Source: an optimization exercise on an open RTL-to-GDS flow (aim: small area, a short achievable clock period and few clock cycles). Production flows keep margins and buffers that such runs may drop.
Function was checked by simulation only, so behaviour that the tests miss may differ from the original.
No activity file was given, so power comes from the tool's default toggle rates.

## sumhash512
module sumhash512 (
    input  wire         clk,
    input  wire         rst,
    input  wire         cmd_valid,
    output wire         cmd_ready,
    input  wire [2:0]   cmd_op,
    input  wire         cmd_salted,
    input  wire [3:0]   cmd_cnt,
    input  wire [63:0]  cmd_data,
    output reg  [9:0]   mat_addr,
    input  wire [511:0] mat_col,
    output reg          dig_valid,
    output wire [511:0] dig
);
export LEC_CHECK = 0
export CAP_MARGIN = 20
export CELL_PAD_IN_SITES_DETAIL_PLACEMENT = 1
export CELL_PAD_IN_SITES_GLOBAL_PLACEMENT = 2
export CORE_MARGIN = 2
export CORE_UTILIZATION = 40
export CTS_CLUSTER_DIAMETER = 60
export CTS_CLUSTER_SIZE = 30
export PLACE_DENSITY = 0.55
export SETUP_SLACK_MARGIN = 4.1
export SLEW_MARGIN = 20
create_clock -name core_clock -period 7.0 [get_ports {clk}]
standard.sh (not shown) runs the stock make flow with config.mk's settings and CLKGATE_MAP_FILE= SYNTH_SCRIPT=/design/flow/synth_recipe.tcl, a recipe that flattens the netlist after the stock synthesis.
==> flow/flow/run.sh <==
#!/bin/bash
# The standard layout (standard.sh: unchanged synthesis and steps) with two
# differences:
#  * buffer_ports inserts sky130_fd_sc_hd__buf_1 cells on the ports instead of
#    its default choice, a delay buffer (clkdlybuf4s50_1). Every input and
#    output port still gets its own buffer; timing repair resizes them.
#  * clock tree synthesis runs without dummy loads (TritonCTS's default adds
#    them to balance the tree), with the same sink clustering as config.mk.
# The flow's full output goes to standard_flow.log in the folder this runs in;
# ORFS keeps each step's own log under orfs/logs/.
set -uo pipefail
export BUFFER_PORTS_ARGS="-buffer_cell sky130_fd_sc_hd__buf_1"
export CTS_ARGS="-sink_clustering_enable -repair_clock_nets -sink_clustering_size 30 -sink_clustering_max_diameter 60 -dont_use_dummy_load"
bash standard.sh > standard_flow.log 2>&1
status=$?
tail -n 40 standard_flow.log
exit $status
Testbench counts at the start, summed over its fixed seeds: cycles 790,340.
Next try:
==> flow/run.sh (new file) <==
#!/bin/bash
# synth_recipe.tcl (not shown) runs the flow's synth.tcl, then flattens the netlist and writes it again
# the make line also repeats each setting of config.mk as NAME=value (left out here)
make -C /OpenROAD-flow-scripts/flow DESIGN_CONFIG=/design/flow/config.mk WORK_HOME=/design/flow/orfs CLKGATE_MAP_FILE= SYNTH_SCRIPT=/design/flow/synth_recipe.tcl finish
removed: flow/flow/run.sh
removed: flow/standard.sh
After rerunning:
- utilization goes up by 2.2 points
- via count grows by 1.1%
- register-to-register slack is worse by 0.04 ns
- final area increases by 4.6%


sumhash512, a different RTL version from the one above (not shown whole).
Size in the first run: roughly 10000 cells after synthesis, about 3600 flip-flops, roughly 1100 I/O pins, roughly 140000 sq um of cells after synthesis.
==> flow/config.mk <==
export PLATFORM = sky130hd
export DESIGN_NAME = sumhash512
export DESIGN_NICKNAME = sumhash512
export VERILOG_FILES = /design/flow/design.v
export SDC_FILE = /design/flow/constraint.sdc
export NUM_CORES = 4
export LEC_CHECK = 0
export CAP_MARGIN = 20
export CELL_PAD_IN_SITES_DETAIL_PLACEMENT = 1
export CELL_PAD_IN_SITES_GLOBAL_PLACEMENT = 2
export CORE_MARGIN = 2
export CORE_UTILIZATION = 45
export CTS_CLUSTER_DIAMETER = 60
export CTS_CLUSTER_SIZE = 30
export PLACE_DENSITY = 0.6
export SETUP_SLACK_MARGIN = 4.15
export SLEW_MARGIN = 20
==> flow/constraint.sdc <==
create_clock -name core_clock -period 7.0 [get_ports {clk}]
set_input_delay 1.4000 -clock core_clock [delete_from_list [all_inputs] [get_ports {clk}]]
set_output_delay 1.4000 -clock core_clock [all_outputs]
set_load 0.01 [all_outputs]
==> flow/flow/run.sh <==
#!/bin/bash
# The standard layout (standard.sh: unchanged synthesis and steps) with two
# differences:
#  * buffer_ports inserts sky130_fd_sc_hd__buf_1 cells on the ports instead of
#    its default choice, a delay buffer (clkdlybuf4s50_1). Every input and
#    output port still gets its own buffer; timing repair resizes them.
#  * clock tree synthesis runs without dummy loads (TritonCTS's default adds
#    them to balance the tree), with the same sink clustering as config.mk.
# The flow's full output goes to standard_flow.log in the folder this runs in;
# ORFS keeps each step's own log under orfs/logs/.
set -uo pipefail
export BUFFER_PORTS_ARGS="-buffer_cell sky130_fd_sc_hd__buf_1"
export CTS_ARGS="-sink_clustering_enable -repair_clock_nets -sink_clustering_size 30 -sink_clustering_max_diameter 60 -dont_use_dummy_load"
bash standard.sh > standard_flow.log 2>&1
status=$?
tail -n 40 standard_flow.log
exit $status
The starting point finished with antenna rules left.
Testbench counts at the start, summed over its fixed seeds: cycles 791,731.
==> next run, changes <==
- CORE_UTILIZATION: 45 -> 40
- PLACE_DENSITY: 0.6 -> 0.55
With this change the flow completed with no timing, DRC or antenna violations.
Utilization fell by 4.9 points.
Synthesized area stays the same.
Cell area went up by 1.8%.
Fmax is higher by 1.3%.
Clock power rises by about 8%.
Via count went down by 1.7%.
Setup slack improves by 0.040 ns.

separate check: timing with driven ports:
No port has a modelled driver above. Below, the same layouts with a new extraction and two added sets of constraints. Step 1 sets driving cells, clkbuf_16 on the clock port and buf_2 on the other inputs (assumed; they add their load-dependent delay and slew). Step 2 times the ports against the registers' clock, not the clock port: input delays grow and output delays shrink by t, the midpoint of the rising clock arrivals with the driver on. Three values: ideal ports, drivers, drivers and shift; two values: the first two.
run	shift t [ns]	slack for setup (ns)	slew at the worst register clock pin (ns)	pins driven straight from the clock port
the first run of note 1	1.050	4.010 / 3.979 / 3.303	0.09 / 0.09	1
the second run of note 1	1.077	3.973 / 3.855 / 3.161	0.11 / 0.11	1
the first run of note 2	1.028	3.985 / 3.885 / 3.419	0.11 / 0.11	1
the second run of note 2	1.060	4.024 / 3.898 / 3.249	0.11 / 0.11	1
The setup slack of the second run of note 1, which loses most, moves by -0.118 ns with the drivers and by -0.812 ns with both steps.
